Context: an optimization exercise on an open-source flow, tuned for small area. The choices shown serve that exercise and are no tape-out recipe. Only simulation tests tie the RTL to the original design; equivalence was not proved. No activity file was given, so power comes from the tool's default toggle rates.

$ cat flow/abc_area.script
strash
&get -n
&deepsyn -T 120
&put
dch -f
amap -F 10 -A 30
topo
$ cat config.mk
export PLATFORM = sky130hd
export DESIGN_NAME = tw_master
export DESIGN_NICKNAME = tw_master
export VERILOG_FILES = /design/flow/design.v
export SDC_FILE = /design/flow/constraint.sdc
export NUM_CORES = 4
export LEC_CHECK = 0
export ABC_AREA = 1
export CAP_MARGIN = 20
export CORE_MARGIN = 2
export CORE_UTILIZATION = 60
export SLEW_MARGIN = 20
$ cat standard.sh
#!/bin/bash
# synth_recipe.tcl (not shown) runs the flow's synth.tcl, then flattens the netlist and writes it again
# the make line also repeats each setting of config.mk as NAME=value (left out here)
make -C /OpenROAD-flow-scripts/flow DESIGN_CONFIG=/design/flow/config.mk WORK_HOME=/design/flow/orfs CLKGATE_MAP_FILE= SYNTH_SCRIPT=/design/flow/synth_recipe.tcl "${@:-finish}"
$ cat design.v
module tw_prim (
    input  wire       clk,
    input  wire       rst,
    input  wire [2:0] go,          
    input  wire       rep,         
    input  wire       cfg,         
    input  wire       rd,          
    input  wire [8:0] ld,          
    input  wire       ldok,        
    input  wire [1:0] scl_pin,
    input  wire [1:0] sda_pin,
    input  wire [1:0] speed,
    output wire       idle,        
    output reg        err,         
    output reg        arb,         
    output reg  [8:0] sh,
    output wire       ev_valid,
    input  wire       ev_ready,
    output reg  [2:0] ev_kind,
    output reg  [1:0] ev_pin,
    output wire [7:0] ev_arg,
    input  wire       smp_level
);
    localparam [2:0] EV_CFG = 3'd0, EV_LOW = 3'd1, EV_REL = 3'd2, EV_SMP = 3'd3, EV_WAIT = 3'd4;
    localparam [4:0]
        S_IDLE    = 5'd0,
        SR_RELSDA = 5'd1,  SR_W = 5'd2,  SR_RELSCL = 5'd3,
        SI_RELSDA = 5'd4,  SI_RELSCL = 5'd5,  SI_W = 5'd6,  SI_SMP = 5'd7,
        ST_W1 = 5'd8, ST_LOWSDA = 5'd9, ST_W2 = 5'd10, ST_LOWSCL = 5'd11, ST_W3 = 5'd12,
        SP_LOWSDA = 5'd13, SP_W1 = 5'd14, SP_RELSCL = 5'd15, SP_W2 = 5'd16, SP_RELSDA = 5'd17,
        SP_W3 = 5'd18,
        B_SDA = 5'd19, B_LOW1 = 5'd20, B_W1 = 5'd21, B_REL = 5'd22, B_WL = 5'd23, B_SMP = 5'd24,
        B_LOW2 = 5'd25, B_W2 = 5'd26,
        X_SCL = 5'd27,    
        X_SDA = 5'd28,    
        L_BYTE = 5'd29;   
    reg  [4:0] ps;
    reg        sw;            
    reg  [3:0] polls;         
    reg  [3:0] bitn;          
    assign idle = (ps == S_IDLE);
    wire fire = ev_valid & ev_ready;
    wire [7:0] s_delay = (speed == 2'd0) ? 8'd40 : (speed == 2'd1) ? 8'd20 :
                         (speed == 2'd2) ? 8'd10 : 8'd5;
    assign ev_arg = (ps == B_WL) ? {s_delay[6:0], 1'b0} : s_delay;
    reg evv;
    always @(*) begin
        evv     = 1'b1;
        ev_kind = EV_WAIT;
        ev_pin  = sda_pin;
        case (ps)
            SR_RELSDA, SI_RELSDA, SP_RELSDA:
                ev_kind = EV_REL;
            X_SDA:
                ev_kind = cfg ? EV_CFG : EV_REL;
            SR_RELSCL, SI_RELSCL, SP_RELSCL, B_REL:
                begin ev_kind = EV_REL; ev_pin = scl_pin; end
            X_SCL:
                begin ev_kind = cfg ? EV_CFG : EV_REL; ev_pin = scl_pin; end
            SI_SMP, B_SMP:
                ev_kind = EV_SMP;
            ST_LOWSDA, SP_LOWSDA:
                ev_kind = EV_LOW;
            ST_LOWSCL, B_LOW1, B_LOW2:
                begin ev_kind = EV_LOW; ev_pin = scl_pin; end
            B_SDA:
                ev_kind = sh[8] ? EV_REL : EV_LOW;
            SR_W, SI_W, ST_W1, ST_W2, ST_W3, SP_W1, SP_W2, SP_W3, B_W1, B_WL, B_W2: ;
            default: evv = 1'b0;
        endcase
        if (sw) begin
            ev_kind = EV_SMP;
            ev_pin  = scl_pin;
        end
    end
    assign ev_valid = evv | sw;
    wire bit8   = (bitn == 4'd5);               
    wire smpbit = rd ^ bit8;                     
    wire [4:0] ps1 = ps + 5'd1;
    always @(posedge clk) begin
        if (sw) begin
            if (fire) begin
                if (smp_level) begin
                    sw <= 1'b0;
                end else if (polls == 4'd15) begin       
                    sw  <= 1'b0;
                    err <= 1'b1;
                    ps  <= X_SCL;
                end else begin
                    polls <= {polls[2:0], polls[3] ^ polls[2]};
                end
            end
        end else if (fire) begin
            ps <= ps1;
            case (ps)
                SR_RELSCL: begin ps <= ST_W1; sw <= 1'b1; polls <= 4'd1; end
                SI_SMP: begin
                    if (smp_level) begin
                        sw <= 1'b1; polls <= 4'd1;
                    end else begin
                        ps <= X_SCL; err <= 1'b1; arb <= 1'b1;
                    end
                end
                ST_W3:     ps <= X_SDA;
                SP_RELSCL, B_REL: begin sw <= 1'b1; polls <= 4'd1; end
                B_WL: begin
                    if (!smpbit) begin
                        ps <= B_LOW2;
                        if (!bit8)
                            sh <= {sh[7:0], 1'b0};
                    end
                end
                B_SMP:     sh <= {sh[7:0], smp_level};
                B_W2: begin
                    bitn <= {bitn[2:0], bitn[3] ^ bitn[2]};
                    if (bit8)
                        ps <= rd ? X_SDA : S_IDLE;
                    else
                        ps <= B_SDA;
                end
                SP_W3, X_SDA: ps <= S_IDLE;
                default: ;
            endcase
        end
        if (ps == L_BYTE && ldok) begin
            ps   <= B_SDA;
            bitn <= 4'd1;
            sh   <= ld;
        end
        if (go != 3'd0) begin
            err <= 1'b0;
            arb <= 1'b0;
            case (go)
                3'd1:    ps <= rep ? SR_RELSDA : SI_RELSDA;
                3'd2:    ps <= SP_LOWSDA;
                3'd3:    ps <= L_BYTE;
                default: ps <= X_SCL;
            endcase
        end
        if (rst) begin
            ps <= S_IDLE;
            sw <= 1'b0;
        end
    end
endmodule
module tw_ring #(
    parameter W     = 8,
    parameter NLANE = 16,
    parameter AW    = 4
) (
    input  wire          clk,
    input  wire          ins,        
    input  wire [W-1:0]  din,
    input  wire [AW-1:0] rsel,       
    output wire [W-1:0]  dout
);
    reg [W-1:0] lane [0:NLANE-1];
    integer p;
    always @(posedge clk) begin
        lane[0] <= ins ? din : lane[NLANE-1];
        for (p = 1; p < NLANE; p = p + 1)
            lane[p] <= lane[p-1];
    end
    assign dout = lane[rsel];
endmodule
module tw_txring (
    input  wire       clk,
    input  wire       clr,         
    input  wire       we,
    input  wire [3:0] wsel,
    input  wire [7:0] wdata,
    output wire [8:0] lane0        
);
    reg  [8:0]  lane [0:15];
    wire [8:0]  wd = {1'b1, wdata};
    wire [15:0] sel;
    genvar g;
    for (g = 0; g < 16; g = g + 1) begin : gs
        assign sel[g] = we && (wsel == g);
    end
    integer p;
    always @(posedge clk) begin
        for (p = 0; p < 16; p = p + 1) begin
            if (p % 2 == 1)
                lane[p] <= ~(({9{sel[p]}} & wd) | ({9{~sel[p]}} & lane[p-1]));
            else if (p == 0)
                lane[p] <= ~(({9{sel[0]}} & ~wd) |
                             ({9{~sel[0]}} & {lane[15][8] | clr, lane[15][7:0]}));
            else
                lane[p] <= ~(({9{sel[p]}} & ~wd) | ({9{~sel[p]}} & lane[p-1]));
        end
    end
    assign lane0 = lane[0];
endmodule
module tw_master (
    input  wire        clk,
    input  wire        rst,
    input  wire        cmd_valid,
    output wire        cmd_ready,
    input  wire [31:0] cmd,
    output reg         done,
    output wire [7:0]  status,
    output reg  [7:0]  result,
    output wire        faulted,
    output wire [7:0]  fault_reason,
    input  wire        tx_we,
    input  wire [3:0]  tx_addr,
    input  wire [7:0]  tx_data,
    output wire        ev_valid,
    input  wire        ev_ready,
    output wire [2:0]  ev_kind,
    output wire [1:0]  ev_pin,
    output wire [7:0]  ev_arg,
    input  wire        smp_level,
    output reg         tw_init,
    output reg         tw_in_tx,
    output reg  [1:0]  tw_speed,
    input  wire [3:0]  rx_idx,
    output wire [7:0]  rx_data,
    output reg  [3:0]  dev_count,
    input  wire [2:0]  dl_idx,
    output wire [6:0]  dl_addr
);
    localparam [3:0] C_INIT = 4'h0, C_SPEED = 4'h1, C_START = 4'h2, C_STOP = 4'h3,
                     C_WB = 4'h4, C_RB = 4'h5, C_WBS = 4'h6, C_RBS = 4'h7,
                     C_SRW = 4'h8, C_SW = 4'h9, C_SR = 4'hA, C_SCAN = 4'hB, C_FREE = 4'hC;
    localparam [1:0] K_SRW = 2'd0, K_SW = 2'd1, K_SR = 2'd2, K_SCAN = 2'd3;
    localparam [3:0] ST_OK = 4'h0, ST_CONFLICT = 4'h1, ST_ARB = 4'h3, ST_LCS = 4'h4,
                     ST_NOACK = 4'h5, ST_OUTSIDE = 4'h9, ST_OOM = 4'hB;
    localparam [2:0] G_NONE = 3'd0, G_START = 3'd1, G_STOP = 3'd2, G_BYTE = 3'd3, G_FF = 3'd4;
    localparam [4:0]
        P_START = 5'b00000, P_SRW_S = 5'b00001,
        P_IDLE  = 5'b00100, P_CHK   = 5'b00101, P_SCAN_E = 5'b00110,
        P_STOP  = 5'b01000, P_SRW_P = 5'b01001, P_SCAN_P = 5'b01010,
        P_WB    = 5'b10000, P_RB    = 5'b10001, P_WBS    = 5'b10010, P_RBS = 5'b10011,
        P_SRW_A = 5'b10100, P_REG   = 5'b10101,
        P_CFG   = 5'b11000, P_FFNA  = 5'b11001;
    reg  [3:0] rot;           
    reg        init;          
    reg  [4:0] ph;
    reg  [1:0] op;
    reg  [7:0] opa;
    reg  [7:0] opb;           
    reg  [1:0] scl_pin;
    reg  [1:0] sda_pin;
    reg  [3:0] st;
    reg  [3:0] fr;
    wire clr = rst | init;
    wire [3:0] rot1 = rot + 4'd1;
    assign status       = {4'd0, st};
    assign fault_reason = {4'd0, fr};
    assign faulted      = |fr;
    assign cmd_ready    = (ph == P_IDLE) & ~faulted & ~init;
    wire [8:0] tx0;
    tw_txring u_tx (
        .clk(clk), .clr(clr), .we(tx_we & cmd_ready), .wsel(rot1 - tx_addr),
        .wdata(tx_data), .lane0(tx0)
    );
    wire [3:0] irot   = rot - opb[3:0];
    wire       txslot = (irot == 4'd0);          
    wire       rxslot = (irot == 4'd15);         
    wire       dlslot = (irot[2:0] == 3'd7);     
    reg  [2:0] go;
    reg  [8:0] ld;
    wire       p_idle, p_err, p_arb;
    wire [8:0] sh;
    tw_prim u_prim (
        .clk(clk), .rst(rst), .go(go),
        .rep(tw_in_tx & (ph != P_SRW_P) & (ph != P_SCAN_P)),
        .cfg(ph == P_CFG), .rd((ph == P_RB) || (ph == P_RBS)), .ld(ld),
        .ldok((ph != P_WBS) || txslot),
        .scl_pin(scl_pin), .sda_pin(sda_pin), .speed(tw_speed),
        .idle(p_idle), .err(p_err), .arb(p_arb), .sh(sh),
        .ev_valid(ev_valid), .ev_ready(ev_ready), .ev_kind(ev_kind), .ev_pin(ev_pin),
        .ev_arg(ev_arg), .smp_level(smp_level)
    );
    wire       rx_ins;
    wire [7:0] rx_out;
    tw_ring #(.W(8), .NLANE(16), .AW(4)) u_rx (
        .clk(clk), .ins(rx_ins | clr), .din(clr ? 8'd0 : sh[7:0]),
        .rsel(rot - rx_idx), .dout(rx_out)
    );
    assign rx_data = init ? 8'd0 : rx_out;
    wire       dl_ins;
    tw_ring #(.W(7), .NLANE(8), .AW(3)) u_dl (
        .clk(clk), .ins(dl_ins), .din(opa[6:0]),
        .rsel(rot[2:0] - dl_idx), .dout(dl_addr)
    );
    wire [7:0] c_a = cmd[23:16];
    wire [7:0] c_b = cmd[15:8];
    wire [7:0] c_c = cmd[7:0];
    wire [3:0] c_o = cmd[27:24];
    reg c_legal, c_reserved;
    always @(*) begin
        c_legal    = (cmd[31:28] == 4'h1) && (c_o <= C_FREE);
        c_reserved = 1'b0;
        case (c_o)
            C_INIT:             c_reserved = (c_c != 8'd0);
            C_SPEED:            c_reserved = (cmd[23:18] != 6'd0) || (cmd[15:0] != 16'd0);
            C_START, C_STOP, C_SCAN, C_FREE:
                                c_reserved = (cmd[23:0] != 24'd0);
            C_WB, C_WBS, C_RBS: c_reserved = (cmd[15:0] != 16'd0);
            C_RB:               c_reserved = (cmd[23:17] != 7'd0) || (cmd[15:0] != 16'd0);
            C_SRW:              c_reserved = (cmd[15:9] != 7'd0) || (c_c != 8'd0);
            C_SW, C_SR:         c_reserved = c_a[7] || (c_c != 8'd0);
            default:            c_reserved = 1'b0;
        endcase
    end
    wire c_needs_init = !(c_o == C_INIT || c_o == C_SPEED || c_o == C_STOP || c_o == C_FREE);
    wire c_byte_xfer  = (c_o[3:2] == 2'b01);
    wire c_len_op     = (c_o[3:1] == 3'b011);
    reg [3:0] c_fault;
    always @(*) begin
        if (!c_legal)                                  c_fault = 4'h1;
        else if (c_reserved)                           c_fault = 4'h2;
        else if (c_needs_init && !tw_init)             c_fault = 4'h3;
        else if (c_byte_xfer && !tw_in_tx)             c_fault = 4'h4;
        else if (c_len_op && c_a > 8'd16)              c_fault = 4'h9;
        else if (c_o == C_INIT && (c_a[7:2] != 6'd0 || c_b[7:2] != 6'd0))
                                                       c_fault = 4'h5;
        else if (c_o == C_INIT && c_a[1:0] == c_b[1:0]) c_fault = 4'h6;
        else                                           c_fault = 4'h0;
    end
    wire [4:0] opb1 = {1'b0, opb[3:0]} + 5'd1;
    wire last_i    = (opb1 == opa[4:0]);
    wire scan      = (op == K_SCAN);
    wire scan_last = (opa[6:0] == 7'h77);
    wire nack      = sh[0];
    wire accept    = cmd_valid & cmd_ready;
    wire at_end    = p_idle && (ph != P_IDLE);
    wire start_ph  = (ph[4:2] == 3'b000);
    wire stop_ph   = (ph[4:3] == 2'b01) || (ph == P_FFNA);
    wire son       = (op != K_SRW) || opb[0];    
    assign rx_ins = at_end && (ph == P_RBS) && !p_err && rxslot;
    assign dl_ins = at_end && (ph == P_SCAN_P) && !p_err && !dev_count[3] && dlslot;
    always @(*) begin
        case (ph)
            P_WB:    ld = {opa, 1'b1};
            P_RB:    ld = {8'hFF, opa[0]};
            P_WBS:   ld = {tx0[7:0], 1'b1};
            P_RBS:   ld = {8'hFF, last_i};
            P_SRW_A: ld = (op == K_SRW) ? {opa, 1'b1} : {opa[6:0], opa[7], 1'b1};
            default: ld = {opb, 1'b1};        
        endcase
    end
    reg [4:0] nph;       
    reg       fin;       
    always @(*) begin
        nph = ph;
        fin = 1'b0;
        go  = G_NONE;
        if (ph == P_IDLE) begin
            if (accept && c_fault == 4'h0) begin
                case (c_o)
                    C_INIT:  if (tw_init) fin = 1'b1;
                             else begin nph = P_CFG; go = G_FF; end
                    C_START: begin nph = P_START; go = G_START; end
                    C_STOP:  if (!tw_in_tx) fin = 1'b1;
                             else begin nph = P_STOP; go = G_STOP; end
                    C_WB:    begin nph = P_WB; go = G_BYTE; end
                    C_RB:    begin nph = P_RB; go = G_BYTE; end
                    C_WBS, C_RBS:
                             if (c_a == 8'd0) fin = 1'b1;
                             else if (c_o == C_WBS) nph = P_CHK;
                             else begin nph = P_RBS; go = G_BYTE; end
                    C_SRW, C_SW, C_SR, C_SCAN:
                             begin nph = P_SRW_S; go = G_START; end
                    default: fin = 1'b1;         
                endcase
            end
        end else if (ph == P_CHK) begin
            if (txslot) begin
                if (!tx0[8])
                    nph = P_IDLE;                
                else if (last_i) begin
                    nph = P_WBS; go = G_BYTE;
                end
            end
        end else if (at_end) begin
            case (ph)
                P_WBS:
                    if (p_err) fin = 1'b1;
                    else if (nack) begin nph = P_FFNA; go = G_FF; end
                    else if (last_i) fin = 1'b1;
                    else go = G_BYTE;
                P_RBS:
                    if (p_err || rxslot && last_i) fin = 1'b1;
                    else if (rxslot) go = G_BYTE;
                P_SRW_S:
                    if (p_err) fin = 1'b1;
                    else begin nph = P_SRW_A; go = G_BYTE; end
                P_SRW_A:
                    if (p_err) fin = 1'b1;
                    else if (nack) begin
                        if (son) begin nph = P_SRW_P; go = G_STOP; end
                        else fin = 1'b1;
                    end else begin
                        case (op)
                            K_SW:    begin nph = P_REG; go = G_BYTE; end
                            K_SR:    if (opa[7]) fin = 1'b1;
                                     else begin nph = P_REG; go = G_BYTE; end
                            K_SCAN:  begin nph = P_SCAN_P; go = G_STOP; end
                            default: fin = 1'b1;
                        endcase
                    end
                P_SRW_P:
                    if (!scan) fin = 1'b1;
                    else if (scan_last) nph = P_SCAN_E;
                    else begin nph = P_SRW_S; go = G_START; end
                P_REG:
                    if (p_err) fin = 1'b1;
                    else if (nack) begin nph = P_FFNA; go = G_FF; end
                    else if (op == K_SR) begin nph = P_SRW_S; go = G_START; end
                    else fin = 1'b1;
                P_SCAN_P:
                    if (p_err || dev_count[3]) fin = 1'b1;
                    else if (dlslot) begin
                        if (scan_last) nph = P_SCAN_E;
                        else begin nph = P_SRW_S; go = G_START; end
                    end
                default:
                    fin = 1'b1;      
            endcase
        end
        if (fin)
            nph = P_IDLE;
    end
    always @(posedge clk) begin
        rot <= rot1;
        if (rot == 4'd15)
            init <= 1'b0;
        done <= fin;
        ph   <= nph;
        if (ph == P_IDLE) begin
            if (accept) begin
                op  <= {c_o[1], c_o[0] & c_o[3]};    
                opa <= (c_o == C_SCAN) ? 8'h08 : c_a;
                opb <= c_b;
                fr  <= c_fault;
                if (c_fault == 4'h0 && nph != P_CHK)
                    st <= ST_OK;
                if (c_fault == 4'h0) begin
                    case (c_o)
                        C_INIT: begin
                            if (tw_init && !(c_a[1:0] == scl_pin && c_b[1:0] == sda_pin))
                                st <= ST_CONFLICT;
                            if (!tw_init) begin
                                scl_pin <= c_a[1:0];
                                sda_pin <= c_b[1:0];
                            end
                        end
                        C_SPEED: tw_speed <= c_a[1:0];
                        C_STOP:  if (!tw_in_tx) st <= ST_OUTSIDE;
                        C_SCAN, C_FREE: dev_count <= 4'd0;
                        default: ;
                    endcase
                end
            end
        end else if (ph == P_CHK) begin
            if (nph == P_IDLE)
                fr <= 4'hA;
            if (go == G_BYTE)
                st <= ST_OK;
            if (txslot)
                opb[3:0] <= last_i ? 4'd0 : opb1[3:0];
        end else if (at_end) begin
            tw_in_tx <= start_ph ? ~p_err : tw_in_tx & ~p_err & ~stop_ph;
            if (p_err && ph != P_SRW_P && ph != P_SCAN_E)
                st <= p_arb ? ST_ARB : ST_LCS;
            if (ph == P_FFNA || ph == P_SRW_P && !scan ||
                ph == P_SRW_A && !p_err && nack && !son)
                st <= ST_NOACK;
            if (ph == P_SCAN_P && !p_err && dev_count[3])
                st <= ST_OOM;
            if (scan && p_err && ph != P_SRW_P && ph != P_SCAN_E ||
                ph == P_SCAN_P && dev_count[3])
                dev_count <= 4'd0;
            else if (dl_ins)
                dev_count <= opb1[3:0];          
            if (go == G_BYTE && (ph == P_WBS || ph == P_RBS) || dl_ins)
                opb[3:0] <= opb1[3:0];
            if (go == G_START && stop_ph)
                opa[6:0] <= opa[6:0] + 7'd1;     
            if (go == G_START && ph == P_REG)
                opa[7] <= 1'b1;                  
            if ((ph == P_WB || ph == P_RB) && !p_err)
                result <= sh[7:0];
            if (ph == P_SCAN_E)
                result <= {4'd0, dev_count};
            if (ph == P_CFG) begin
                tw_speed <= 2'd1;
                tw_init  <= 1'b1;
            end
        end
        if (rst) begin
            rot       <= 4'd1;
            init      <= 1'b1;
            ph        <= P_IDLE;
            done      <= 1'b0;
            st        <= ST_OK;
            fr        <= 4'd0;
            result    <= 8'd0;
            tw_init   <= 1'b0;
            tw_in_tx  <= 1'b0;
            tw_speed  <= 2'd0;
            dev_count <= 4'd0;
        end
    end
endmodule
$ cat flow/run.sh
#!/bin/bash
# Own layout flow: the standard ORFS flow, with these changes to how the
# layout is made:
#  - technology mapping in synthesis uses ABC's deepsyn restructuring and
#    area-oriented mapper (amap) instead of ORFS's default ABC script
#    (flip-flop mapping is unchanged);
#  - port buffers use sky130_fd_sc_hd__buf_1;
#  - clock tree: small clusters of clkbuf_4 leaves, no dummy loads.
# Each tool's full output goes to a log file in the work folder.
set -euo pipefail
W=$(pwd)
rm -rf "$W/scripts_local"
cp -r "$FLOW_HOME/scripts" "$W/scripts_local"
cp "$W/flow/abc_area.script" "$W/scripts_local/abc_area.script"
export SCRIPTS_DIR="$W/scripts_local"
export BUFFER_PORTS_ARGS="-buffer_cell sky130_fd_sc_hd__buf_1"
export CTS_ARGS="-sink_clustering_enable -repair_clock_nets -sink_clustering_size 10 -sink_clustering_max_diameter 40 -dont_use_dummy_load -buf_list sky130_fd_sc_hd__clkbuf_4"
bash "$W/standard.sh" synth > "$W/synth.log" 2>&1
bash "$W/standard.sh" > "$W/layout.log" 2>&1
$ cat constraint.sdc
create_clock -name core_clock -period 10.0 [get_ports {clk}]
set_input_delay 2.0000 -clock core_clock [delete_from_list [all_inputs] [get_ports {clk}]]
set_output_delay 2.0000 -clock core_clock [all_outputs]
set_load 0.01 [all_outputs]
==> results of run 1 <==
## final timing paths
| path | startpoint | end | slack (ps) | cells after the start |
|---|---|---|---|---|
| worst min register to register | u_rx.lane[1][2] | u_rx.lane[2][2] | 300 | 0 |
| worst min-delay path | u_rx.lane[1][2] | u_rx.lane[2][2] | 300 | 0 |
| worst max register to register | ph[2] | u_prim.ps[0] | 3030 | 26 |
| worst max-delay path | rx_idx[1] | rx_data[7] | 2260 | 14 |
## power by group through the flow
stage	sequential [W]	combinational [W]	clock, W
3_5_place_dp	0.00174	0.000333	0
5_1_grt	0.00170	0.000378	0.000804
2_1_floorplan	0.00173	0.000221	0
3_3_place_gp	0.00174	0.000327	0
4_1_cts	0.00170	0.000335	0.000734
6_report	0.00170	0.000344	0.000725
## cell usage after synthesis (all sizes together) (10+ instances only)
cell / number / area share [%]
edfxtp: 35 / 7.3
a222oi: 24 / 1.7
dfxtp: 375 / 52
nand2: 69 / 1.8
a22oi: 24 / 1.2
nand3: 20 / 0.69
nor4: 11 / 0.48
o22ai: 183 / 7.9
clkinv: 200 / 5.2
a31oi: 17 / 0.74
or2: 10 / 0.43
a21oi: 52 / 1.8
nand4: 10 / 0.43
nor2: 156 / 4.0
ha: 26 / 2.2
nor3: 46 / 1.6
o21ai: 86 / 3.0
a221oi: 14 / 0.85
## cell families after synthesis
kind of cell / count (synthesis)
AO/OA/AOI/OAI: 473
other: 1
adder cells (fa/ha/maj): 30
flip-flops: 410
buffers and inverters: 209
AND/OR/NAND/NOR: 350
## final cells by class
class / count / area share [%]
diodes: 1 / 0.0159
multi-input cells: 862 / 32.7
well taps: 319 / 2.54
flip-flops and latches: 410 / 54.5
repair buffers: 120 / 3.08
clock buffers: 51 / 2.44
inverters: 200 / 4.78
## flip-flops by register name, indices dropped and copies added, names as in the netlist, 2 cells and up
register      cells
st                4
u_dl.lane        56
opa               8
u_prim.ps         5
fr                4
rot               4
u_prim.bitn       4
scl_pin           2
opb               8
ph                5
u_rx.lane       128
sda_pin           2
result            8
dev_count         4
tw_speed          2
u_prim.polls      4
u_tx.lane       144
op                2
u_prim.sh         9
## metrics by stage
step	worst slack [ps]	cell area [sq um]	hold WS, ps	power [W]	utilization, %
after floorplan	3190	14500	326	0.00195	-
after global placement	2200	15300	329	0.00206	65.0
after detailed placement	1970	15300	334	0.00207	65.1
after CTS	1940	15700	317	0.00277	66.7
after global routing	1970	15700	298	0.00288	66.7
final	2260	15700	297	0.00277	66.7
## worst max-delay path: cells and delay by family
kind	cells	cell delay, ps
and+or+nand+nor	5	1410
AOI/OAI and AO/OA	4	1130
adders and majority gates	1	300
buffers and inverters	4	890
## per-layer routing
layer / part of all wire, % / up-vias
li1: - / 5736
met1: 45 / 5794
met2: 44 / 665
met3: 8.4 / 95
met4: 2.7 / 0
met5: 0 / -
==> flow_metrics.py, run 1 <==
metrics = {
    "sta": {
        "setup_tns_ps": 0,
        "finalCriticalPeriod_ps": 7740,
        "hold_viol": 0,
        "period_share_pct": 77.4,
        "finalSetupViolations": 0,
        "timing.fmax_ghz": 0.129,
        "relSlewSlack_pct": 34.7,
        "final.setup_skew_ps": 121,
        "slew_violations": 0,
        "rsz0062_at_grt": "false",
        "worstMarginPinSlew_ps": 973,
    },
    "global_routing": {
        "grt.overflow.total": 0,
        "grt_antenna_before_repair": 1,
        "grt_most_used_layer": "met2",
        "grt_max_degree": 26,
        "use_met1_pct": 44.4,
        "gr-usage-met2_pct": 48.8,
        "grt_usage_pct": 31.3,
        "use_met3_pct": 5.42,
        "grt_pass1_wl_mm": 63.3,
        "grt_pass1_vias": 11800,
    },
    "critical_path": {
        "critPathLaunchType": "input pin",
        "slowest_delay_ps": 660,
        "endpoint_kind": "primary output",
        "crit_type": "input pin to primary output",
        "critPathArrivalTime_ps": 5740,
        "required_ps": 8000,
        "slowest_stage": "o21ai_0",
        "path_max_fanout": 11,
        "crit_chain": "buf_1 -> clkinv_1 -> ha_1 -> a21oi_1 -> nor2_1 -> nor2_1 -> o21ai_0 -> clkinv_1 -> or2_0 -> nor3_2 -> a222oi_1 -> and4_1 -> a31oi_1 -> buf_1",
    },
    "logic_synthesis": {
        "seq_area_frac_synth_pct": 59.2,
        "synth_edf_count": 35,
        "synth_ff_type": "dfxtp_1",
        "synth-xor-area-share_pct": 0,
        "synth_fa_ha_area_share_pct": 2.80,
        "synthArstFlopShare_pct": 0,
        "synth_compound_area_share_pct": 21.5,
        "synth_cell_type_count": 53,
        "synth_top_family_by_area": "compound AO/OA/AOI/OAI gates",
        "syn_inst": 1473,
        "ys_seq_elements": 410,
        "postSynthAreaPerCell_sq_um": 9.82,
        "synth_area_sq_um": 14500,
        "ys.warnings.count": 8,
        "synth_simple_gate_area_share_pct": 10.8,
        "synthMuxAreaShare_pct": 0,
    },
    "detailed_routing": {
        "post_drt_via_cell_ratio": 6.26,
        "ant_nets": 0,
        "route.detailed.drc": 0,
        "drtIter0Drc": 1418,
        "drt-wirelength-per-cell_um": 20.7,
        "wirelength_mm": 40.6,
        "drt_first_pass_iters": 8,
        "dr_total_vias": 12300,
    },
    "finish": {
        "multiInputGateArea_sq_um": 5130,
        "stdcell_count": 1963,
        "layout_commonest_cell": "dfxtp_1",
        "final_cell_mix": "dfxtp_1 (375), clkinv_1 (200), o22ai_1 (183)",
        "ff_latch_area_sq_um": 8560,
        "fillers": 1995,
        "synthToLayoutAreaGrowth_pct": 8.66,
        "nets": 1732,
        "layout-drive-gt1-share_pct": 3.90,
    },
    "clock_network": {
        "cts_tree": "built",
        "cts_hold_buf": 0,
        "cts_resized": 0,
        "clockRootBuffer": "clkbuf_4",
        "cts_setup_buffers": 0,
        "path_clk_slew_ps": 110,
        "cts_max_level": 2,
        "cts_buffer_depth": 3,
        "insertion_delay_ps": 730,
        "numCtsBuffers": 51,
        "clock-sinks": 410,
    },
    "power": {
        "comb_power_share_pct": 12.4,
        "power_density_nw_per_um2": 176,
        "pwr-share-clk_pct": 26.2,
        "p_seq_share_pct": 61.4,
        "switching_share_pct": 27.1,
        "p_switching_w": 0.000750,
        "power.internal_w": 0.00202,
        "ir_drop_mv": 0.142,
        "p_leak_nw": 5.53,
    },
    "outcome": {
        "outcome": "complete, no violations",
    },
    "floorplan": {
        "die_w_um": 159,
        "core_sq_um": 23500,
        "num_rows": 56,
        "io-pin-count": 121,
        "fp.dieArea_sq_um": 25400,
        "start_util_pct": 61.4,
        "chipHeight_um": 159,
    },
    "min_path": {
        "min_path_type": "flip-flop to flip-flop",
    },
    "place": {
        "gp_congestion": 0.962,
        "dp_hpwl_mm": 29.4,
        "dp.cells": 1911,
        "numPortBuffers": 111,
    },
    "run": {
        "drv_cap": 0,
    },
}
==> run 2: changes to the inputs <==
--- a/design.v
+++ b/design.v
@@ -26,14 +26,17 @@
         S_IDLE    = 5'd0,
-        SR_RELSDA = 5'd1,  SR_W = 5'd2,  SR_RELSCL = 5'd3,
-        SI_RELSDA = 5'd4,  SI_RELSCL = 5'd5,  SI_W = 5'd6,  SI_SMP = 5'd7,
-        ST_W1 = 5'd8, ST_LOWSDA = 5'd9, ST_W2 = 5'd10, ST_LOWSCL = 5'd11, ST_W3 = 5'd12,
-        SP_LOWSDA = 5'd13, SP_W1 = 5'd14, SP_RELSCL = 5'd15, SP_W2 = 5'd16, SP_RELSDA = 5'd17,
-        SP_W3 = 5'd18,
-        B_SDA = 5'd19, B_LOW1 = 5'd20, B_W1 = 5'd21, B_REL = 5'd22, B_WL = 5'd23, B_SMP = 5'd24,
-        B_LOW2 = 5'd25, B_W2 = 5'd26,
-        X_SCL = 5'd27,    
-        X_SDA = 5'd28,    
-        L_BYTE = 5'd29;   
+        L_BYTE    = 5'd1,     
+        S_RELSDA  = 5'd2,     
+        SR_W = 5'd3,  SR_RELSCL = 5'd4,
+        SI_RELSCL = 5'd5,  SI_W = 5'd6,  SI_SMP = 5'd7,
+        P_ST      = 5'd8,     
+        ST_W1 = 5'd9, ST_LOWSDA = 5'd10, ST_W2 = 5'd11, ST_LOWSCL = 5'd12, ST_W3 = 5'd13,
+        SP_LOWSDA = 5'd14, SP_W1 = 5'd15, SP_RELSCL = 5'd16,
+        P_SP      = 5'd17,    
+        SP_W2 = 5'd18, SP_RELSDA = 5'd19, SP_W3 = 5'd20,
+        B_SDA = 5'd21, B_LOW1 = 5'd22, B_W1 = 5'd23, B_REL = 5'd24,
+        P_B       = 5'd25,    
+        B_WL = 5'd26, B_SMP = 5'd27, B_LOW2 = 5'd28, B_W2 = 5'd29,
+        X_SCL = 5'd30,    
+        X_SDA = 5'd31;    
     reg  [4:0] ps;
-    reg        sw;            
     reg  [3:0] polls;         
@@ -42,2 +45,3 @@
     wire fire = ev_valid & ev_ready;
+    wire poll = (ps == P_ST) || (ps == P_SP) || (ps == P_B);
     wire [7:0] s_delay = (speed == 2'd0) ? 8'd40 : (speed == 2'd1) ? 8'd20 :
@@ -51,3 +55,3 @@
         case (ps)
-            SR_RELSDA, SI_RELSDA, SP_RELSDA:
+            S_RELSDA, SP_RELSDA:
                 ev_kind = EV_REL;
@@ -61,2 +65,4 @@
                 ev_kind = EV_SMP;
+            P_ST, P_SP, P_B:
+                begin ev_kind = EV_SMP; ev_pin = scl_pin; end
             ST_LOWSDA, SP_LOWSDA:
@@ -70,32 +76,15 @@
         endcase
-        if (sw) begin
-            ev_kind = EV_SMP;
-            ev_pin  = scl_pin;
-        end
     end
-    assign ev_valid = evv | sw;
-    wire bit8   = (bitn == 4'd5);               
+    assign ev_valid = evv;
+    wire bit8   = (bitn == 4'd5);                
     wire smpbit = rd ^ bit8;                     
-    wire [4:0] ps1 = ps + 5'd1;
     always @(posedge clk) begin
-        if (sw) begin
-            if (fire) begin
-                if (smp_level) begin
-                    sw <= 1'b0;
-                end else if (polls == 4'd15) begin       
-                    sw  <= 1'b0;
-                    err <= 1'b1;
-                    ps  <= X_SCL;
-                end else begin
-                    polls <= {polls[2:0], polls[3] ^ polls[2]};
-                end
-            end
-        end else if (fire) begin
-            ps <= ps1;
+        if (fire) begin
+            ps <= ps + 5'd1;
             case (ps)
-                SR_RELSCL: begin ps <= ST_W1; sw <= 1'b1; polls <= 4'd1; end
+                S_RELSDA:  if (!rep) ps <= SI_RELSCL;
+                SR_RELSCL: begin ps <= P_ST; polls <= 4'd1; end
                 SI_SMP: begin
-                    if (smp_level) begin
-                        sw <= 1'b1; polls <= 4'd1;
-                    end else begin
+                    polls <= 4'd1;
+                    if (!smp_level) begin
                         ps <= X_SCL; err <= 1'b1; arb <= 1'b1;
@@ -103,4 +92,14 @@
                 end
+                SP_RELSCL, B_REL: polls <= 4'd1;
+                P_ST, P_SP, P_B: begin
+                    if (!smp_level) begin
+                        ps    <= ps;
+                        polls <= {polls[2:0], polls[3] ^ polls[2]};
+                        if (polls == 4'd15) begin        
+                            ps  <= X_SCL;
+                            err <= 1'b1;
+                        end
+                    end
+                end
                 ST_W3:     ps <= X_SDA;
-                SP_RELSCL, B_REL: begin sw <= 1'b1; polls <= 4'd1; end
                 B_WL: begin
@@ -120,4 +119,4 @@
                 end
-                SP_W3, X_SDA: ps <= S_IDLE;
-                default: ;
+                SP_W3:     ps <= S_IDLE;
+                default: ;       
             endcase
@@ -133,3 +132,3 @@
             case (go)
-                3'd1:    ps <= rep ? SR_RELSDA : SI_RELSDA;
+                3'd1:    ps <= S_RELSDA;
                 3'd2:    ps <= SP_LOWSDA;
@@ -139,6 +138,4 @@
         end
-        if (rst) begin
+        if (rst)
             ps <= S_IDLE;
-            sw <= 1'b0;
-        end
     end
@@ -268,3 +265,3 @@
         .clk(clk), .rst(rst), .go(go),
-        .rep(tw_in_tx & (ph != P_SRW_P) & (ph != P_SCAN_P)),
+        .rep(tw_in_tx),
         .cfg(ph == P_CFG), .rd((ph == P_RB) || (ph == P_RBS)), .ld(ld),
--- a/config.mk
+++ b/config.mk
@@ -8,5 +8,5 @@
 export ABC_AREA = 1
-export CAP_MARGIN = 20
+export CAP_MARGIN = 5
 export CORE_MARGIN = 2
 export CORE_UTILIZATION = 60
-export SLEW_MARGIN = 20
+export SLEW_MARGIN = 5
==> run 2 against run 1 <==
Against the previous run:
- still clean
- critical path depth did not move
- cell count fell by 1.4%
- sequential share of layout area rose by 0.37 points
- clock power up 1%
- synthesized cell count decreased by 2.0%
- combinational power increased by about 90%
- highest routed layer unchanged
- final area shrank 0.91%
==> flow_metrics.py, run 2 <==
metrics = {
    "outcome": {
        "outcome": "complete, no violations",
    },
    "detailed_routing": {
        "post_drt_via_cell_ratio": 6.27,
        "route.detailed.drc": 0,
        "drt-wirelength-per-cell_um": 20.4,
        "ant_nets": 0,
        "dr_total_vias": 12100,
        "drtIter0Drc": 1300,
        "drt_first_pass_iters": 9,
        "wirelength_mm": 39.4,
    },
    "finish": {
        "layout-drive-gt1-share_pct": 3.78,
        "nets": 1703,
        "synthToLayoutAreaGrowth_pct": 8.62,
        "layout_commonest_cell": "dfxtp_1",
        "reg_top3": "u_tx.lane: 144 flops, u_rx.lane: 128 flops, u_dl.lane: 56 flops",
        "largest_register_ffs": 144,
        "regMostFlops": "u_tx.lane",
        "final_cell_mix": "dfxtp_1 (374), clkinv_1 (188), o22ai_1 (177)",
    },
    "sta": {
        "slew_violations": 0,
        "relSlewSlack_pct": 21.7,
        "worstMarginPinSlew_ps": 1160,
        "finalCriticalPeriod_ps": 6850,
        "timing.fmax_ghz": 0.146,
        "hold_viol": 0,
        "final.setup_skew_ps": 165,
        "period_share_pct": 68.5,
        "rsz0062_at_grt": "false",
        "worst_slack_ps": 3150,
        "setup_tns_ps": 0,
        "finalSetupViolations": 0,
    },
    "logic_synthesis": {
        "yosysMostFrequentCell": "dfxtp_1",
        "ys_seq_elements": 409,
        "synthArstFlopShare_pct": 0,
        "synth.top_cells.by_area": "dfxtp_1 (52%), o22ai_1 (7.7%), edfxtp_1 (7.3%)",
        "synth_ff_type": "dfxtp_1",
        "synth_edf_count": 35,
        "synth_top_area_share_pct": 52.2,
        "synth_area_sq_um": 14300,
        "synthTopCellsByCount": "dfxtp_1 (374), clkinv_1 (188), o22ai_1 (177)",
        "synth_cell_type_count": 49,
        "seq_area_frac_synth_pct": 59.6,
        "ys.warnings.count": 8,
        "synth_area_leader_cell": "dfxtp_1",
        "syn_inst": 1444,
        "postSynthAreaPerCell_sq_um": 9.93,
    },
    "power": {
        "power.internal_w": 0.00214,
        "p_seq_share_pct": 55.8,
        "power_density_nw_per_um2": 202,
        "pwr-share-clk_pct": 23.3,
        "comb_power_share_pct": 20.9,
        "p_leak_nw": 5.47,
        "p_switching_w": 0.000997,
        "ir_drop_mv": 0.139,
        "switching_share_pct": 31.7,
    },
    "global_routing": {
        "grt_max_degree": 24,
        "use_met3_pct": 4.74,
        "gr-usage-met2_pct": 46.3,
        "grt_pass1_wl_mm": 60.9,
        "grt_most_used_layer": "met1",
        "grt.overflow.total": 0,
        "grt_usage_pct": 31.3,
        "use_met1_pct": 46.6,
        "grt_antenna_before_repair": 1,
        "grt_pass1_vias": 11300,
    },
    "clock_network": {
        "cts_buffer_depth": 3,
        "numCtsBuffers": 52,
        "cts_max_level": 2,
        "clockRootBuffer": "clkbuf_4",
        "cts_setup_buffers": 0,
        "cts_hold_buf": 0,
        "clock-sinks": 409,
        "cts_tree": "built",
        "insertion_delay_ps": 740,
        "cts_resized": 0,
        "path_clk_slew_ps": 100,
    },
    "critical_path": {
        "crit_start": "rx_idx[1]",
        "endpoint_kind": "primary output",
        "critPathLaunchType": "input pin",
        "critPathArrivalTime_ps": 4850,
        "path_max_fanout": 8,
        "crit_type": "input pin to primary output",
        "r2r-start": "ph[2]",
        "r2r_setup_slack_ps": 3980,
        "required_ps": 8000,
    },
    "floorplan": {
        "chipHeight_um": 159,
        "io-pin-count": 121,
        "core_sq_um": 23500,
        "start_util_pct": 61.1,
        "die_w_um": 159,
        "num_rows": 56,
        "fp.dieArea_sq_um": 25100,
    },
    "min_path": {
        "worstHoldStart": "u_rx.lane[12][5]",
        "min_path_type": "flip-flop to flip-flop",
    },
    "run": {
        "drv_cap": 0,
    },
    "place": {
        "gp_congestion": 0.997,
        "dp_slack_ps": 3160,
        "numPortBuffers": 111,
        "dp_hpwl_mm": 28.5,
    },
}
run 2: cell types whose count changed after synthesis, moves of 7 or more:
cell / previous run / this run
clkinv_1: 200 / 188
nand3_1: 20 / 27
nor4_1: 11 / 18
o21ai_0: 86 / 63
nor3_1: 46 / 26
nor2_1: 156 / 169
run 2: critical path, stage by stage:
cell	delay (ps)
buf_1	70
clkinv_1	100
ha_1	300
a21oi_1	120
nor2_1	50
nor2_1	110
o21ai_0	230
clkinv_1	210
nand2_1	120
nor2_1	680
a222oi_1	200
and4_1	250
a31oi_1	220
buf_1	180
run 2: final cells by class:
cell class,count,area (sq um)
clock buffers,52,390
diodes,2,5.00
flip-flops and latches,409,8540
fillers,1967,7900
well taps,319,399
inverters,188,706
multi-input cells,846,5050
repair buffers,119,477
run 2: layer usage:
metal | up-vias | routed length [um]
li1 | 5675 | -
met1 | 5684 | 17600
met2 | 679 | 16800
met3 | 101 | 3790
met4 | 0 | 1230
met5 | - | 0
run 2: final timing paths:
| check | end | cells after the start |
|---|---|---|
| hold reg to reg | u_rx.lane[13][5] | 0 |
| setup reg to reg | opb[1] | 17 |
| setup / recovery | rx_data[2] | 14 |
| hold / removal | u_rx.lane[13][5] | 0 |
run 2: metrics by stage:
step                hold WS [ps]  utilization (%)  total power (W)  std cells  cell area (sq um)
finish                       299             66.3          0.00314       1935              15600
floorplan                    326                -          0.00221       1452              14400
CTS                          305             66.3          0.00313       1933              15600
global route                 303             66.3          0.00328       1935              15600
global placement             331             64.6          0.00243       1881              15200
detailed placement           335             64.6          0.00242       1881              15200
run 2: cells by family after synthesis:
group                      synth area share [%]
AOI/OAI and AO/OA                          21.4
adders and majority gates                  2.83
buffers and inverters                      5.39
DFF                                        59.6
other                                    0.0262
and+or+nand+nor                            10.8
run 2: power by group through the flow:
stage | clock network [W] | registers (W) | logic [W]
after floorplan | 0 | 0.00177 | 0.000432
after global routing | 0.000804 | 0.00176 | 0.000719
after global placement | 0 | 0.00179 | 0.000637
after detailed placement | 0 | 0.00179 | 0.000636
final | 0.000732 | 0.00175 | 0.000655
after CTS | 0.000741 | 0.00175 | 0.000640
==> run 3: changes to the inputs <==
==> flow/abc_area.script (replaced) <==
strash
&get -n
&deepsyn -T 300
&put
dch -f
amap -F 10 -A 30
topo
--- a/config.mk
+++ b/config.mk
@@ -8,5 +8,5 @@
 export ABC_AREA = 1
-export CAP_MARGIN = 5
+export CAP_MARGIN = 20
 export CORE_MARGIN = 2
 export CORE_UTILIZATION = 60
-export SLEW_MARGIN = 5
+export SLEW_MARGIN = 20
==> run 3 against run 2 <==
Against the previous run:
- final area did not move
- sequential power hardly changed
- wire length stayed put
- critical path type unchanged
==> flow_metrics.py, run 3 <==
metrics = {
    "floorplan": {
        "num_rows": 56,
        "start_util_pct": 61.1,
        "fp.dieArea_sq_um": 25100,
        "core_sq_um": 23500,
        "io-pin-count": 121,
        "chipHeight_um": 159,
        "die_w_um": 159,
    },
    "global_routing": {
        "grt_antenna_before_repair": 1,
        "grt_pass1_wl_mm": 60.9,
        "grt_max_degree": 24,
        "grt_pass1_vias": 11300,
        "grt_usage_pct": 31.3,
        "grt.overflow.total": 0,
    },
    "detailed_routing": {
        "ant_nets": 0,
        "drt_first_pass_iters": 9,
        "dr_total_vias": 12100,
        "wirelength_mm": 39.4,
        "drt-wirelength-per-cell_um": 20.4,
        "drtIter0Drc": 1300,
        "post_drt_via_cell_ratio": 6.27,
        "route.detailed.drc": 0,
    },
    "logic_synthesis": {
        "synth_ff_type": "dfxtp_1",
        "synth_top_area_share_pct": 52.2,
        "synth_area_leader_cell": "dfxtp_1",
        "synth_area_sq_um": 14300,
        "ys.warnings.count": 8,
        "postSynthAreaPerCell_sq_um": 9.93,
        "synth_edf_count": 35,
        "syn_inst": 1444,
        "seq_area_frac_synth_pct": 59.6,
        "yosysMostFrequentCell": "dfxtp_1",
        "ys_seq_elements": 409,
        "synthArstFlopShare_pct": 0,
        "synth_cell_type_count": 49,
        "synthTopCellsByCount": "dfxtp_1 (374), clkinv_1 (188), o22ai_1 (177)",
        "synth.top_cells.by_area": "dfxtp_1 (52%), o22ai_1 (7.7%), edfxtp_1 (7.3%)",
    },
    "finish": {
        "nets": 1703,
        "final_cell_mix": "dfxtp_1 (374), clkinv_1 (188), o22ai_1 (177)",
        "layout-drive-gt1-share_pct": 3.78,
        "stdcell_count": 1935,
        "regMostFlops": "u_tx.lane",
        "synthToLayoutAreaGrowth_pct": 8.62,
        "reg_top3": "u_tx.lane: 144 flops, u_rx.lane: 128 flops, u_dl.lane: 56 flops",
        "layout_commonest_cell": "dfxtp_1",
        "largest_register_ffs": 144,
    },
    "clock_network": {
        "cts_tree": "built",
        "clockRootBuffer": "clkbuf_4",
        "cts_setup_buffers": 0,
        "numCtsBuffers": 52,
        "cts_hold_buf": 0,
        "cts_max_level": 2,
        "cts_buffer_depth": 3,
        "path_clk_slew_ps": 100,
        "clock-sinks": 409,
        "insertion_delay_ps": 740,
        "cts_resized": 0,
    },
    "power": {
        "ir_drop_mv": 0.139,
        "power_density_nw_per_um2": 202,
        "p_leak_nw": 5.47,
    },
    "min_path": {
        "worstHoldStart": "u_rx.lane[12][5]",
        "min_path_type": "flip-flop to flip-flop",
    },
    "sta": {
        "finalCriticalPeriod_ps": 6850,
        "finalSetupViolations": 0,
        "setup_tns_ps": 0,
        "period_share_pct": 68.5,
        "worstMarginPinSlew_ps": 1160,
        "relSlewSlack_pct": 21.7,
        "hold_viol": 0,
        "timing.fmax_ghz": 0.146,
        "rsz0062_at_grt": "false",
        "final.setup_skew_ps": 165,
        "slew_violations": 0,
    },
    "critical_path": {
        "crit_start": "rx_idx[1]",
        "path_max_fanout": 8,
        "r2r-start": "ph[2]",
        "critPathArrivalTime_ps": 4850,
        "critPathLaunchType": "input pin",
        "required_ps": 8000,
        "crit_type": "input pin to primary output",
        "endpoint_kind": "primary output",
    },
    "place": {
        "dp_hpwl_mm": 28.5,
        "dp.cells": 1881,
        "gp_congestion": 0.997,
        "numPortBuffers": 111,
    },
    "outcome": {
        "outcome": "complete, no violations",
    },
    "run": {
        "drv_cap": 0,
    },
}
[run 3: cell families after synthesis]
kind of cell	count (synthesis)	share of synthesized area [%]
AOI/OAI and AO/OA	455	21.4
other	1	0.0262
adders and majority gates	30	2.83
buffers and inverters	197	5.39
and+or+nand+nor	352	10.8
DFF	409	59.6
[run 3: worst paths after layout]
kind | cells past startpoint | to | slack [ps]
setup / recovery | 14 | rx_data[2] | 3150
hold reg to reg | 0 | u_rx.lane[13][5] | 300
hold / removal | 0 | u_rx.lane[13][5] | 300
setup reg to reg | 17 | opb[1] | 3980
[run 3: layout make-up]
class | instances | area, sq um
Inverter | 188 | 706
Fill cell | 1967 | 7900
Multi-Input combinational cell | 846 | 5050
Sequential cell | 409 | 8540
Clock buffer | 52 | 390
Tap cell | 319 | 399
Timing Repair Buffer | 119 | 477
Antenna cell | 2 | 5.00
[run 3: layer usage]
metal  wire [um]  up-vias  track usage [%]
met3        3790      101             4.74
met1       17600     5684             46.6
met2       16800      679             46.3
met4        1230        0             11.4
li1            -     5675                -
met5           0        -                0
[run 3: metrics by stage]
| step | cell area, sq um | worst slack [ps] | util (%) | power [W] | hold WS [ps] |
|---|---|---|---|---|---|
| global placement | 15200 | 3250 | 64.6 | 0.00243 | 331 |
| global route | 15600 | 2870 | 66.3 | 0.00328 | 303 |
| floorplan | 14400 | 3930 | - | 0.00221 | 326 |
| finish | 15600 | 3150 | 66.3 | 0.00314 | 299 |
| detailed placement | 15200 | 3160 | 64.6 | 0.00242 | 335 |
| CTS | 15600 | 3190 | 66.3 | 0.00313 | 305 |
[run 3: power by group]
group	leakage [nW]	internal, W	switching (W)
sequential	3.47	0.00171	0.0000439
combinational	1.77	0.000196	0.000459
clock	0.239	0.000238	0.000494
[run 3: worst max-delay path: stages]
cell      delay, ps
buf_1            70
clkinv_1        100
ha_1            300
a21oi_1         120
nor2_1           50
nor2_1          110
o21ai_0         230
clkinv_1        210
nand2_1         120
nor2_1          680
a222oi_1        200
and4_1          250
a31oi_1         220
buf_1           180
==> run 4: changes to the inputs <==
==> flow/abc_area.script (replaced) <==
strash
&get -n
&deepsyn -T 120
&put
dch -f
amap -F 10 -A 30
topo
==> run 4 against run 3 <==
Against the previous run:
- register-to-register slack barely moved
- clock skew did not move
- die area did not move
- sequential power barely moved
- hold slack did not move
- critical endpoint unchanged
- first-iteration DRC count did not move
- sequential share of layout area did not move
- core utilization did not move
- worst setup slack did not move
- critical path type unchanged
- still clean
- clock power barely moved
==> flow_metrics.py, run 4 <==
metrics = {
    "logic_synthesis": {
        "seq_area_frac_synth_pct": 59.6,
        "synthArstFlopShare_pct": 0,
        "synth_ff_type": "dfxtp_1",
        "synthTopCellsByCount": "dfxtp_1 (374), clkinv_1 (188), o22ai_1 (177)",
        "yosysMostFrequentCell": "dfxtp_1",
        "synth_cell_type_count": 49,
        "ys_seq_elements": 409,
        "synth_area_leader_cell": "dfxtp_1",
        "synth_edf_count": 35,
        "ys.warnings.count": 8,
        "syn_inst": 1444,
        "postSynthAreaPerCell_sq_um": 9.93,
        "synth_top_area_share_pct": 52.2,
        "synth_area_sq_um": 14300,
        "synth.top_cells.by_area": "dfxtp_1 (52%), o22ai_1 (7.7%), edfxtp_1 (7.3%)",
    },
    "finish": {
        "multiInputGateArea_sq_um": 5050,
        "layout-drive-gt1-share_pct": 3.78,
        "reg_top3": "u_tx.lane: 144 flops, u_rx.lane: 128 flops, u_dl.lane: 56 flops",
        "nets": 1703,
        "final_cell_mix": "dfxtp_1 (374), clkinv_1 (188), o22ai_1 (177)",
        "synthToLayoutAreaGrowth_pct": 8.62,
        "regMostFlops": "u_tx.lane",
        "fillers": 1967,
        "ff_latch_area_sq_um": 8540,
        "final_core_util_pct": 66.3,
        "layout_commonest_cell": "dfxtp_1",
        "largest_register_ffs": 144,
    },
    "sta": {
        "hold_viol": 0,
        "finalCriticalPeriod_ps": 6850,
        "finalSetupViolations": 0,
        "relSlewSlack_pct": 21.7,
        "period_share_pct": 68.5,
        "final.setup_skew_ps": 165,
        "worstMarginPinSlew_ps": 1160,
        "setup_tns_ps": 0,
        "timing.fmax_ghz": 0.146,
        "rsz0062_at_grt": "false",
        "slew_violations": 0,
    },
    "critical_path": {
        "r2r-start": "ph[2]",
        "critPathLaunchType": "input pin",
        "endpoint_kind": "primary output",
        "required_ps": 8000,
        "rr_endpoint": "opb[1]",
        "path_max_fanout": 8,
        "r2r_setup_slack_ps": 3980,
        "ff2ff_path_depth": 17,
        "crit_type": "input pin to primary output",
        "critPathArrivalTime_ps": 4850,
    },
    "min_path": {
        "whs_endpoint": "u_rx.lane[13][5]",
        "worstHoldStart": "u_rx.lane[12][5]",
        "min_path_cells": 0,
        "min_path_type": "flip-flop to flip-flop",
    },
    "detailed_routing": {
        "post_drt_via_cell_ratio": 6.27,
        "drtIter0Drc": 1300,
        "dr_total_vias": 12100,
        "drt_first_pass_iters": 9,
        "ant_nets": 0,
        "drt-wirelength-per-cell_um": 20.4,
        "wirelength_mm": 39.4,
        "route.detailed.drc": 0,
    },
    "clock_network": {
        "clockRootBuffer": "clkbuf_4",
        "cts_setup_buffers": 0,
        "clock-sinks": 409,
        "cts_resized": 0,
        "path_clk_slew_ps": 100,
        "cts_buffer_depth": 3,
        "numCtsBuffers": 52,
        "cts_hold_buf": 0,
        "cts_max_level": 2,
        "insertion_delay_ps": 740,
        "cts_tree": "built",
    },
    "global_routing": {
        "grt_pass1_vias": 11300,
        "grt_antenna_before_repair": 1,
        "grt_usage_pct": 31.3,
        "grt.overflow.total": 0,
        "grt_max_degree": 24,
        "grt_pass1_wl_mm": 60.9,
    },
    "run": {
        "drv_cap": 0,
    },
    "floorplan": {
        "chipHeight_um": 159,
        "die_w_um": 159,
        "io-pin-count": 121,
        "start_util_pct": 61.1,
        "fp.dieArea_sq_um": 25100,
        "core_sq_um": 23500,
        "num_rows": 56,
    },
    "place": {
        "gp_congestion": 0.997,
        "numPortBuffers": 111,
        "dp_hpwl_mm": 28.5,
    },
    "power": {
        "power_density_nw_per_um2": 202,
        "ir_drop_mv": 0.139,
        "p_leak_nw": 5.47,
    },
    "outcome": {
        "outcome": "complete, no violations",
    },
}
[run 4: routing by layer]
layer | wire [um] | global-route usage [%]
met3 | 3790 | 4.74
met4 | 1230 | 11.4
met1 | 17600 | 46.6
met2 | 16800 | 46.3
met5 | 0 | 0
[run 4: worst max-delay path by stage]
stage / slack, ps / cells after the start / to / from
global route: 2870 / 14 / dl_addr[1] / dl_idx[0]
finish: 3150 / 14 / rx_data[2] / rx_idx[1]
CTS: 3190 / 13 / rx_data[2] / rx_idx[2]
floorplan: 3930 / 12 / dl_addr[1] / dl_idx[0]
global placement: 3250 / 14 / rx_data[7] / rx_idx[1]
detailed placement: 3160 / 21 / opb[1] / cmd[26]
[run 4: metrics by stage]
| stage | cells | total power (W) | area [sq um] | worst slack, ps | hold WS, ps |
|---|---|---|---|---|---|
| 3_5_place_dp | 1881 | 0.00242 | 15200 | 3160 | 335 |
| 5_1_grt | 1935 | 0.00328 | 15600 | 2870 | 303 |
| 6_report | 1935 | 0.00314 | 15600 | 3150 | 299 |
| 2_1_floorplan | 1452 | 0.00221 | 14400 | 3930 | 326 |
| 3_3_place_gp | 1881 | 0.00243 | 15200 | 3250 | 331 |
| 4_1_cts | 1933 | 0.00313 | 15600 | 3190 | 305 |
[run 4: kinds of logic after synthesis]
kind of cell    share of synthesized area [%]
compound gates                           21.4
fa+ha+maj                                2.83
buf+inv                                  5.39
flops                                    59.6
other cells                            0.0262
simple gates                             10.8
[run 4: worst max-delay path, stage by stage]
cell and delay, ps:
buf_1 70, clkinv_1 100, ha_1 300, a21oi_1 120
nor2_1 50, nor2_1 110, o21ai_0 230, clkinv_1 210
nand2_1 120, nor2_1 680, a222oi_1 200, and4_1 250
a31oi_1 220, buf_1 180
[run 4: final cells by class]
| cell class | count | area share, % |
|---|---|---|
| Multi-Input combinational cell | 846 | 32.5 |
| Inverter | 188 | 4.53 |
| Timing Repair Buffer | 119 | 3.06 |
| Tap cell | 319 | 2.56 |
| Antenna cell | 2 | 0.0321 |
| Sequential cell | 409 | 54.8 |
| Clock buffer | 52 | 2.51 |
[run 4: power breakdown]
part	total (W)	switching [W]	internal [W]
Combinational	0.000655	0.000459	0.000196
Clock	0.000732	0.000494	0.000238
Sequential	0.00175	0.0000439	0.00171
==> run 5: changes to the inputs <==
==> flow/abc_area.script (replaced) <==
strash
&get -n
&deepsyn -T 120
&put
dch -f
amap -F 10 -A 30
strash
dch -f
amap -F 10 -A 30
topo
==> run 5 against run 4 <==
Against the previous run:
- cell count shrank 0.98%
- clock power shrank 2%
- count of clock-buffer cells in the layout is 1 lower
- final area decreased by 0.39%
- worst setup slack worse by 450 ps
- hold slack better by 12 ps
- synthesized cell count shrank 1.1%
- core utilization fell by 0.063 points
- via count fell by 1.3%
- first-iteration DRC count rose by 0.92%
- largest cell class unchanged
- highest routed layer unchanged
==> flow_metrics.py, run 5 <==
metrics = {
    "finish": {
        "stdcell_count": 1916,
        "layout_commonest_cell": "dfxtp_1",
        "final_cell_mix": "dfxtp_1 (374), clkinv_1 (183), o22ai_1 (181)",
        "largest_register_ffs": 144,
        "fillers": 1965,
        "final_core_util_pct": 66.3,
        "synthToLayoutAreaGrowth_pct": 8.51,
        "nets": 1685,
        "regMostFlops": "u_tx.lane",
        "layout-drive-gt1-share_pct": 3.63,
        "reg_top3": "u_tx.lane: 144 flops, u_rx.lane: 128 flops, u_dl.lane: 56 flops",
    },
    "critical_path": {
        "required_ps": 8000,
        "crit_start": "rx_idx[1]",
        "r2r_setup_slack_ps": 4940,
        "critPathLaunchType": "input pin",
        "r2r-start": "ph[3]",
        "ff2ff_path_depth": 19,
        "endpoint": "rx_data[0]",
        "rr_endpoint": "u_prim.ps[0]",
        "crit_type": "input pin to primary output",
        "critPathArrivalTime_ps": 5300,
        "endpoint_kind": "primary output",
        "path_max_fanout": 8,
    },
    "clock_network": {
        "clockRootBuffer": "clkbuf_4",
        "cts_tree": "built",
        "cts_max_level": 2,
        "cts_buffer_depth": 3,
        "cts_hold_buf": 0,
        "path_clk_slew_ps": 100,
        "clock-sinks": 409,
        "numCtsBuffers": 51,
        "cts_setup_buffers": 0,
        "insertion_delay_ps": 710,
        "cts_resized": 0,
    },
    "min_path": {
        "min_path_cells": 0,
        "min_path_type": "flip-flop to flip-flop",
    },
    "power": {
        "switching_share_pct": 31.4,
        "power_density_nw_per_um2": 200,
        "p_switching_w": 0.000975,
        "ir_drop_mv": 0.125,
        "power.internal_w": 0.00213,
        "total_power_w": 0.00311,
        "pwr-share-clk_pct": 23.2,
        "comb_power_share_pct": 20.6,
        "p_seq_share_pct": 56.2,
        "p_leak_nw": 5.44,
    },
    "sta": {
        "finalCriticalPeriod_ps": 7300,
        "setup_tns_ps": 0,
        "relSlewSlack_pct": 31.9,
        "slew_violations": 0,
        "timing.fmax_ghz": 0.137,
        "final.setup_skew_ps": 130,
        "period_share_pct": 73.0,
        "hold_viol": 0,
        "rsz0062_at_grt": "false",
        "finalSetupViolations": 0,
        "worstMarginPinSlew_ps": 1010,
    },
    "global_routing": {
        "grt.overflow.total": 0,
        "grt_pass1_wl_mm": 59.6,
        "grt_antenna_before_repair": 1,
        "grt_pass1_vias": 10900,
        "grt_max_degree": 25,
        "grt_usage_pct": 30.5,
    },
    "floorplan": {
        "chipHeight_um": 158,
        "core_sq_um": 23400,
        "fp.dieArea_sq_um": 25100,
        "die_w_um": 158,
        "io-pin-count": 121,
        "num_rows": 56,
        "start_util_pct": 61.1,
    },
    "run": {
        "drv_cap": 0,
    },
    "logic_synthesis": {
        "seq_area_frac_synth_pct": 59.7,
        "postSynthAreaPerCell_sq_um": 10.0,
        "synth_top_area_share_pct": 52.4,
        "synth_cell_type_count": 49,
        "synth_area_sq_um": 14300,
        "yosysMostFrequentCell": "dfxtp_1",
        "syn_inst": 1428,
        "synthTopCellsByCount": "dfxtp_1 (374), clkinv_1 (183), o22ai_1 (181)",
        "synth_edf_count": 35,
        "synth_ff_type": "dfxtp_1",
        "ys_seq_elements": 409,
        "synthArstFlopShare_pct": 0,
        "synth_area_leader_cell": "dfxtp_1",
        "ys.warnings.count": 8,
        "synth.top_cells.by_area": "dfxtp_1 (52%), o22ai_1 (7.9%), edfxtp_1 (7.4%)",
    },
    "detailed_routing": {
        "route.detailed.drc": 0,
        "post_drt_via_cell_ratio": 6.25,
        "dr_total_vias": 12000,
        "wirelength_mm": 39.0,
        "drt_first_pass_iters": 19,
        "drtIter0Drc": 1312,
        "drt-wirelength-per-cell_um": 20.4,
        "ant_nets": 0,
    },
    "place": {
        "numPortBuffers": 111,
        "dp.cells": 1864,
        "gp_congestion": 1.02,
        "dp_hpwl_mm": 28.3,
    },
    "outcome": {
        "outcome": "complete, no violations",
    },
}
==> run 5: changes by cell type after synthesis, sizes merged, moves of 6 or more <==
cell   previous run  this run
o21ai            63        72
nor2            169       146
a22oi            30        21
nand2            70        84
nor3             26        32
a21oi            50        34
==> run 5: cell type report <==
cell class,count,area (sq um),area share (%)
multi-input combinational,835,5030,32.4
clock buffer,51,383,2.47
timing repair buffer,118,469,3.03
inverter,183,687,4.43
antenna,1,2.50,0.0161
tap,319,399,2.57
sequential,409,8540,55.1
==> run 5: per-stage QoR <==
step / hold WS, ps / instance area, sq um / setup WS (ps)
finish: 311 / 15500 / 2700
floorplan: 324 / 14300 / 3740
global placement: 334 / 15100 / 2970
detailed placement: 336 / 15100 / 2820
CTS: 318 / 15500 / 2790
global route: 310 / 15500 / 2460
==> run 5: layer usage <==
metal	wire, um	part of all wire (%)	GRT usage (%)
met5	0	0	0
met4	967	2.5	10.0
met2	16700	43	45.1
met1	17600	45	45.3
met3	3800	9.7	5.33
==> run 5: logic make-up (layout without fill, tap and decap cells) <==
logic type,Yosys count,in the layout,synth area share [%]
AO/OA/AOI/OAI,458,458,21.7
flip-flops,409,409,59.7
adder cells (fa/ha/maj),30,30,2.84
AND/OR/NAND/NOR,338,338,10.4
buffers and inverters,192,352,5.28
other,1,10,0.0262
==> run 5: worst min-delay path by stage <==
stage                        to             start
3_5_place_dp    u_dl.lane[3][4]   u_dl.lane[2][4]
2_1_floorplan   u_rx.lane[9][6]   u_rx.lane[8][6]
6_report        u_dl.lane[3][6]   u_dl.lane[2][6]
5_1_grt        u_rx.lane[15][7]  u_rx.lane[14][7]
4_1_cts         u_dl.lane[3][6]   u_dl.lane[2][6]
3_3_place_gp    u_dl.lane[6][1]   u_dl.lane[5][1]
==> run 5: power by group through the flow <==
| stage | combinational (W) | clock, W | sequential, W |
|---|---|---|---|
| 2_1_floorplan | 0.000425 | 0 | 0.00177 |
| 3_3_place_gp | 0.000618 | 0 | 0.00178 |
| 3_5_place_dp | 0.000617 | 0 | 0.00178 |
| 4_1_cts | 0.000621 | 0.000735 | 0.00174 |
| 5_1_grt | 0.000694 | 0.000802 | 0.00175 |
| 6_report | 0.000640 | 0.000719 | 0.00175 |
==> run 5: worst max-delay path: stages <==
cell	delay, ps
buf_1	80
clkinv_1	100
ha_1	300
a21o_1	100
a21oi_1	70
o21ai_0	740
clkinv_1	470
nand2_1	220
nor2_1	180
a222oi_1	410
o2111ai_1	160
a21oi_1	140
a41oi_1	160
buf_1	170

[what the ideal ports hide]
Ports are ideal in the flow. The routed layouts listed here were re-timed in OpenROAD. Step 1: set_driving_cell puts a clkbuf_16 on clk and a buf_2 on each other input, an assumption about the parent block. Step 2 moves the port delays by t, midway between the first and last clock arrival at a register: inputs arrive t later, outputs are due t later. That takes back most of the time a late clock gives input paths. Slacks: ideal / step 1 / step 2; pairs: ideal / step 1.
run	t, ns	setup WS [ns]	worst slew at a driven data input, ns
run 1	0.714	2.262 / 2.240 / 2.240	0.05
run 2	0.711	3.146 / 3.121 / 2.965	0.04
run 3	0.711	3.146 / 3.121 / 2.965	0.04
run 4	0.711	3.146 / 3.121 / 2.965	0.04
run 5	0.690	2.700 / 2.677 / 2.677	0.04
After both steps every run listed still meets setup and hold.
